What follows belongs to an exercise in optimizing a design on an open flow for small area, a short achievable clock period and few clock cycles per item; a production flow would make more cautious choices.
RTL that was checked went through simulation tests only; none was proved equivalent to the original.

Setup of job 8210:
==> module rev_counter, before the edit <==
module rev_counter (
    input  wire         clk,
    input  wire         rst,
    input  wire [16:0]  tap,           
    input  wire [271:0] landmarks,     
    input  wire         req_valid,
    output wire         req_ready,
    input  wire [16:0]  req_seed,
    output wire         resp_valid,
    input  wire         resp_ready,
    output reg          resp_timeout,
    output wire [17:0]  resp_count
);
    localparam K  = 16;         
    localparam KB = 4;          
    localparam R  = 8;          
    localparam CB = 17 - KB;    
    localparam H  = 10;         
    localparam [1:0] T_LM = 2'd0, T_REF = 2'd1, T_TO = 2'd2;
    reg          s_init, s_idle, s_run, s_done;
    reg [3:0]    icnt;        
    reg [16:0]   row [1:R];
    assign req_ready  = s_idle;
    assign resp_valid = s_done;
    integer r, j;
    always @(posedge clk) begin
        row[1] <= {tap[15:0], 1'b1};
        for (r = 2; r <= R; r = r + 1) begin
            row[r][0] <= row[r-1][16];
            for (j = 0; j < 16; j = j + 1)
                row[r][j+1] <= row[r-1][j] ^ (row[r-1][16] & row[1][j+1]);
        end
    end
    reg [16:0]   A;           
    reg [K+16:0] Zs;          
    reg [1:0]    wv;          
    reg [16:0] stepK;
    reg [16:0] cur;
    integer bnk, q;
    always @(*) begin
        cur = A;
        for (bnk = 0; bnk < K / R; bnk = bnk + 1) begin
            stepK = cur >> R;
            for (q = 1; q <= R; q = q + 1)
                stepK[17-R+q-1] = ^(row[q] & cur);
            cur = stepK;
        end
        stepK = cur;
    end
    wire [K+16:0] Z = Zs;
    reg [K-1:0] cR;
    reg [K-1:0] cP [0:3];
    integer i, k;
    always @(*) begin
        for (i = 0; i < K; i = i + 1) begin
            cR[i] = (Z[i +: 17] == 17'h00001);
            for (k = 0; k < 4; k = k + 1)
                cP[k][i] = 1'b0;
            for (k = 0; k < 16; k = k + 1)
                cP[k/4][i] = cP[k/4][i] | (Z[i +: H] == landmarks[17*k +: H]);
        end
    end
    reg [K-1:0]  P0, P1, P2, P3, Q;    
    reg [K+16:0] Zc;          
    reg          cv;          
    reg [CB:0]   b1;          
    reg [K-1:0] dmask;        
    wire [K-1:0] pend = (P0 | P1 | P2 | P3 | Q) & ~dmask;
    wire         last_blk = b1[CB];                  
    reg [K-1:0] pre_or;
    integer g;
    always @(*) begin
        pre_or[0] = 1'b0;
        for (g = 1; g < K; g = g + 1)
            pre_or[g] = pre_or[g-1] | pend[g-1];
    end
    wire [K-1:0] first_oh = pend & ~pre_or;
    wire         stall    = cv && !last_blk && |(pend & pre_or);
    reg [KB-1:0] first;
    reg [16:0]   first_w;
    integer f;
    always @(*) begin
        first   = {KB{1'b0}};
        first_w = 17'd0;
        for (f = 0; f < K; f = f + 1) begin
            first   = first | ({KB{first_oh[f]}} & f[KB-1:0]);
            first_w = first_w | ({17{first_oh[f]}} & Zc[f +: 17]);
        end
    end
    reg          tv;
    reg [1:0]    tk;
    reg [17:0]   tc;          
    reg [16:0]   Vw;
    reg          ev;
    reg [1:0]    ek;
    reg [17:0]   ec;          
    reg [15:0]   eqL, eqH;    
    wire [15:0]  eq = eqL & eqH;
    reg [15:0] cEqL, cEqH;
    integer e;
    always @(*)
        for (e = 0; e < 16; e = e + 1) begin
            cEqL[e] = (Vw[H-1:0] == landmarks[17*e +: H]);
            cEqH[e] = (Vw[16:H]  == landmarks[17*e+H +: 17-H]);
        end
    reg [3:0] hidx;
    integer h;
    always @(*) begin
        hidx = 4'd0;
        for (h = 15; h >= 0; h = h - 1)
            if (eq[h]) hidx = h[3:0];
    end
    wire lm_hit = (ek == T_LM) && |eq;
    wire finish = ev && ((ek != T_LM) || lm_hit);
    assign resp_count = ec;
    always @(posedge clk) begin
        tk <= last_blk ? (Q[0] ? T_REF : T_TO) : (|(Q & first_oh) ? T_REF : T_LM);
        tc <= {b1[CB-1:0], last_blk ? {KB{1'b0}} : first};
        Vw  <= first_w;
        ek  <= tk;
        eqL <= cEqL;
        eqH <= cEqH;
    end
    always @(posedge clk) begin
        if (rst) begin
            s_init <= 1'b1;
            s_idle <= 1'b0;
            s_run  <= 1'b0;
            s_done <= 1'b0;
            icnt   <= 4'd0;
            wv     <= 2'b00;
            cv     <= 1'b0;
            tv     <= 1'b0;
            ev     <= 1'b0;
        end else begin
            if (s_init) begin
                icnt <= icnt + 4'd1;
                if (icnt == R) begin
                    s_init <= 1'b0;
                    s_idle <= 1'b1;
                end
            end
            if (s_idle && req_valid) begin
                A      <= req_seed;
                wv     <= 2'b01;
                cv     <= 1'b0;
                tv     <= 1'b0;
                ev     <= 1'b0;
                b1     <= {(CB+1){1'b0}};
                dmask  <= {K{1'b0}};
                s_idle <= 1'b0;
                s_run  <= 1'b1;
            end
            if (s_run) begin
                if (!stall) begin
                    A  <= stepK;
                    Zs <= {stepK, A[K-1:0]};
                    wv <= {wv[0], 1'b1};
                    P0 <= cP[0];
                    P1 <= cP[1];
                    P2 <= cP[2];
                    P3 <= cP[3];
                    Q  <= cR;
                    Zc <= Z;
                    cv <= wv[1];
                    if (cv) b1 <= b1 + 1'b1;
                    dmask <= {K{1'b0}};
                end else begin
                    dmask <= dmask | first_oh;
                end
                tv <= cv && (last_blk || |pend);
                ev <= tv;
                ec <= tc;
                if (finish) begin
                    resp_timeout <= (ek == T_TO);
                    if (ek == T_TO)
                        ec <= 18'd0;
                    else if (ek == T_LM)
                        ec <= {ec[17:13] + {1'b0, hidx}, ec[12:0]};   
                    else
                        ec <= ec;
                    s_run  <= 1'b0;
                    s_done <= 1'b1;
                end
            end
            if (s_done && resp_ready) begin
                s_done <= 1'b0;
                s_idle <= 1'b1;
            end
        end
    end
endmodule
export LEC_CHECK = 0
export CAP_MARGIN = 20
export CORE_MARGIN = 2
export CORE_UTILIZATION = 55
export SLEW_MARGIN = 20
create_clock -name core_clock -period 10.0 [get_ports {clk}]
standard.sh (not shown) runs the stock make flow with config.mk's settings and CLKGATE_MAP_FILE= SYNTH_SCRIPT=/design/flow/synth_recipe.tcl, a recipe that flattens the netlist after the stock synthesis.
==> flow/flow/run.sh <==
#!/bin/bash
# Standard synthesis and layout (standard.sh), with two changes to how the
# layout is made: ports are buffered with buf_1 instead of the default
# delay buffer, and setup repair aims below the 10 ns clock (margin).
set -euo pipefail
export BUFFER_PORTS_ARGS="-buffer_cell sky130_fd_sc_hd__buf_1"
export SETUP_SLACK_MARGIN=6.5
bash standard.sh finish > flow.log 2>&1
Both conditions hold for job 8210: the flow ran to the end and the final layout passed the timing, DRC and antenna checks.
The following lists how job 4784 was set up differently from job 8210:
--- a/flow/design.v
+++ b/flow/design.v
@@ -16,7 +16,6 @@
     localparam R  = 8;          
     localparam CB = 17 - KB;    
     localparam H  = 10;         
-    localparam [1:0] T_LM = 2'd0, T_REF = 2'd1, T_TO = 2'd2;
     reg          s_init, s_idle, s_run, s_done;
     reg [3:0]    icnt;        
     reg [16:0]   row [1:R];
@@ -64,9 +63,12 @@
     reg [K+16:0] Zc;          
     reg          cv;          
     reg [CB:0]   b1;          
-    reg [K-1:0] dmask;        
-    wire [K-1:0] pend = (P0 | P1 | P2 | P3 | Q) & ~dmask;
-    wire         last_blk = b1[CB];                  
+    reg          sk_act;
+    reg [K-1:0]  sk_mask;
+    reg [K-1:0]  sk_lo;
+    wire [K-1:0]  pend = sk_act ? sk_mask : (P0 | P1 | P2 | P3 | Q);
+    wire [K+16:0] vs   = sk_act ? {Zc[16:0], sk_lo} : Zc;
+    wire          last_blk = b1[CB] && !sk_act;      
     reg [K-1:0] pre_or;
     integer g;
     always @(*) begin
@@ -75,7 +77,8 @@
             pre_or[g] = pre_or[g-1] | pend[g-1];
     end
     wire [K-1:0] first_oh = pend & ~pre_or;
-    wire         stall    = cv && !last_blk && |(pend & pre_or);
+    wire [K-1:0] rest     = pend & pre_or;
+    wire         more     = (cv || sk_act) && !last_blk && |rest;
     reg [KB-1:0] first;
     reg [16:0]   first_w;
     integer f;
@@ -84,15 +87,17 @@
         first_w = 17'd0;
         for (f = 0; f < K; f = f + 1) begin
             first   = first | ({KB{first_oh[f]}} & f[KB-1:0]);
-            first_w = first_w | ({17{first_oh[f]}} & Zc[f +: 17]);
+            first_w = first_w | ({17{first_oh[f]}} & vs[f +: 17]);
         end
     end
+    wire [CB-1:0] tblk = sk_act ? b1[CB-1:0] - 1'b1 : b1[CB-1:0];
     reg          tv;
-    reg [1:0]    tk;
+    reg          tk;          
     reg [17:0]   tc;          
     reg [16:0]   Vw;
     reg          ev;
-    reg [1:0]    ek;
+    reg          ek;          
+    reg          er;          
     reg [17:0]   ec;          
     reg [15:0]   eqL, eqH;    
     wire [15:0]  eq = eqL & eqH;
@@ -110,14 +115,14 @@
         for (h = 15; h >= 0; h = h - 1)
             if (eq[h]) hidx = h[3:0];
     end
-    wire lm_hit = (ek == T_LM) && |eq;
-    wire finish = ev && ((ek != T_LM) || lm_hit);
+    wire finish = ev && (ek || er || |eq);
     assign resp_count = ec;
     always @(posedge clk) begin
-        tk <= last_blk ? (Q[0] ? T_REF : T_TO) : (|(Q & first_oh) ? T_REF : T_LM);
-        tc <= {b1[CB-1:0], last_blk ? {KB{1'b0}} : first};
+        tk <= last_blk && !Q[0];
+        tc <= {tblk, last_blk ? {KB{1'b0}} : first};
         Vw  <= first_w;
         ek  <= tk;
+        er  <= (Vw == 17'h00001);
         eqL <= cEqL;
         eqH <= cEqH;
     end
@@ -147,12 +152,12 @@
                 tv     <= 1'b0;
                 ev     <= 1'b0;
                 b1     <= {(CB+1){1'b0}};
-                dmask  <= {K{1'b0}};
+                sk_act <= 1'b0;
                 s_idle <= 1'b0;
                 s_run  <= 1'b1;
             end
             if (s_run) begin
-                if (!stall) begin
+                if (!sk_act) begin
                     A  <= stepK;
                     Zs <= {stepK, A[K-1:0]};
                     wv <= {wv[0], 1'b1};
@@ -164,18 +169,18 @@
                     Zc <= Z;
                     cv <= wv[1];
                     if (cv) b1 <= b1 + 1'b1;
-                    dmask <= {K{1'b0}};
-                end else begin
-                    dmask <= dmask | first_oh;
+                    sk_lo <= Zc[K-1:0];
                 end
-                tv <= cv && (last_blk || |pend);
+                sk_act  <= more;
+                sk_mask <= rest;
+                tv <= (cv || sk_act) && (last_blk || |pend);
                 ev <= tv;
                 ec <= tc;
                 if (finish) begin
-                    resp_timeout <= (ek == T_TO);
-                    if (ek == T_TO)
+                    resp_timeout <= ek;
+                    if (ek)
                         ec <= 18'd0;
-                    else if (ek == T_LM)
+                    else if (!er)
                         ec <= {ec[17:13] + {1'b0, hidx}, ec[12:0]};   
                     else
                         ec <= ec;
### Flow results
- Between job 8210 and job 4784, the setup slack is higher for job 4784.
- Count of non-CTS buffers in the layout in job 4784 vs job 8210: down about 4.5%
- Delta (job 4784 minus job 8210): number of levels in the clock H-tree held steady; wire length picked up an extra 0.84%.
- Job 4784: PASS, flow complete, no timing, DRC or antenna violations
- Against job 8210, the final cell area of job 4784 is higher.
- [compare] base=job 8210 new=job 4784: flip-flop and latch count saw an increase; maximum clock rate went up about 7%.
- Job 8210 -> job 4784: clock buffer count decreased by a few percent
- Re overall via count from detail_route: job 8210 and job 4784 aren't equal, and the higher value belongs to job 4784.
- Job 4784 ended with more worst-case hold slack than job 8210.
- Taking job 8210 as the reference, in job 4784 sequential share of layout area rose 0.58 points, routing usage on met2 shows a reduction of 1.0 points.
Testbench counts of job 4784, summed over its fixed seeds: cycles 38,967, items 128.
For job 8210, only the layout was checked, not whether the RTL still works.

==> static timing again, ports no longer ideal <==
Ports are ideal in the flow. The routed layouts listed here were re-timed in OpenROAD. Step 1 (the two cells are an assumption about what drives the block):
set clk [get_ports {clk}]
set_driving_cell -lib_cell sky130_fd_sc_hd__clkbuf_16 $clk
set_driving_cell -lib_cell sky130_fd_sc_hd__buf_2 [delete_from_list [all_inputs] $clk]
Step 2 also shifts input and output timing later by t, the mid clock arrival at the registers, as if the neighbouring blocks saw the same clock. Three values: ideal ports, drivers, drivers and shift; two values: the first two.
run | shift t [ns] | slack for setup (ns) | hold WS [ns] | worst setup path after step 2 | worst data-port slew with drivers (ns)
job 8210 | 0.665 | 6.404 / 6.404 / 6.114 | 0.327 / 0.327 / 0.327 | input to register | 0.15
job 4784 | 0.678 | 6.637 / 6.637 / 6.031 | 0.339 / 0.339 / 0.339 | input to register | 0.07
After both steps setup and hold are still met in every run listed. For job 4784, which loses most, drivers alone change the setup slack by 0.000 ns; drivers and shift together by -0.606 ns.
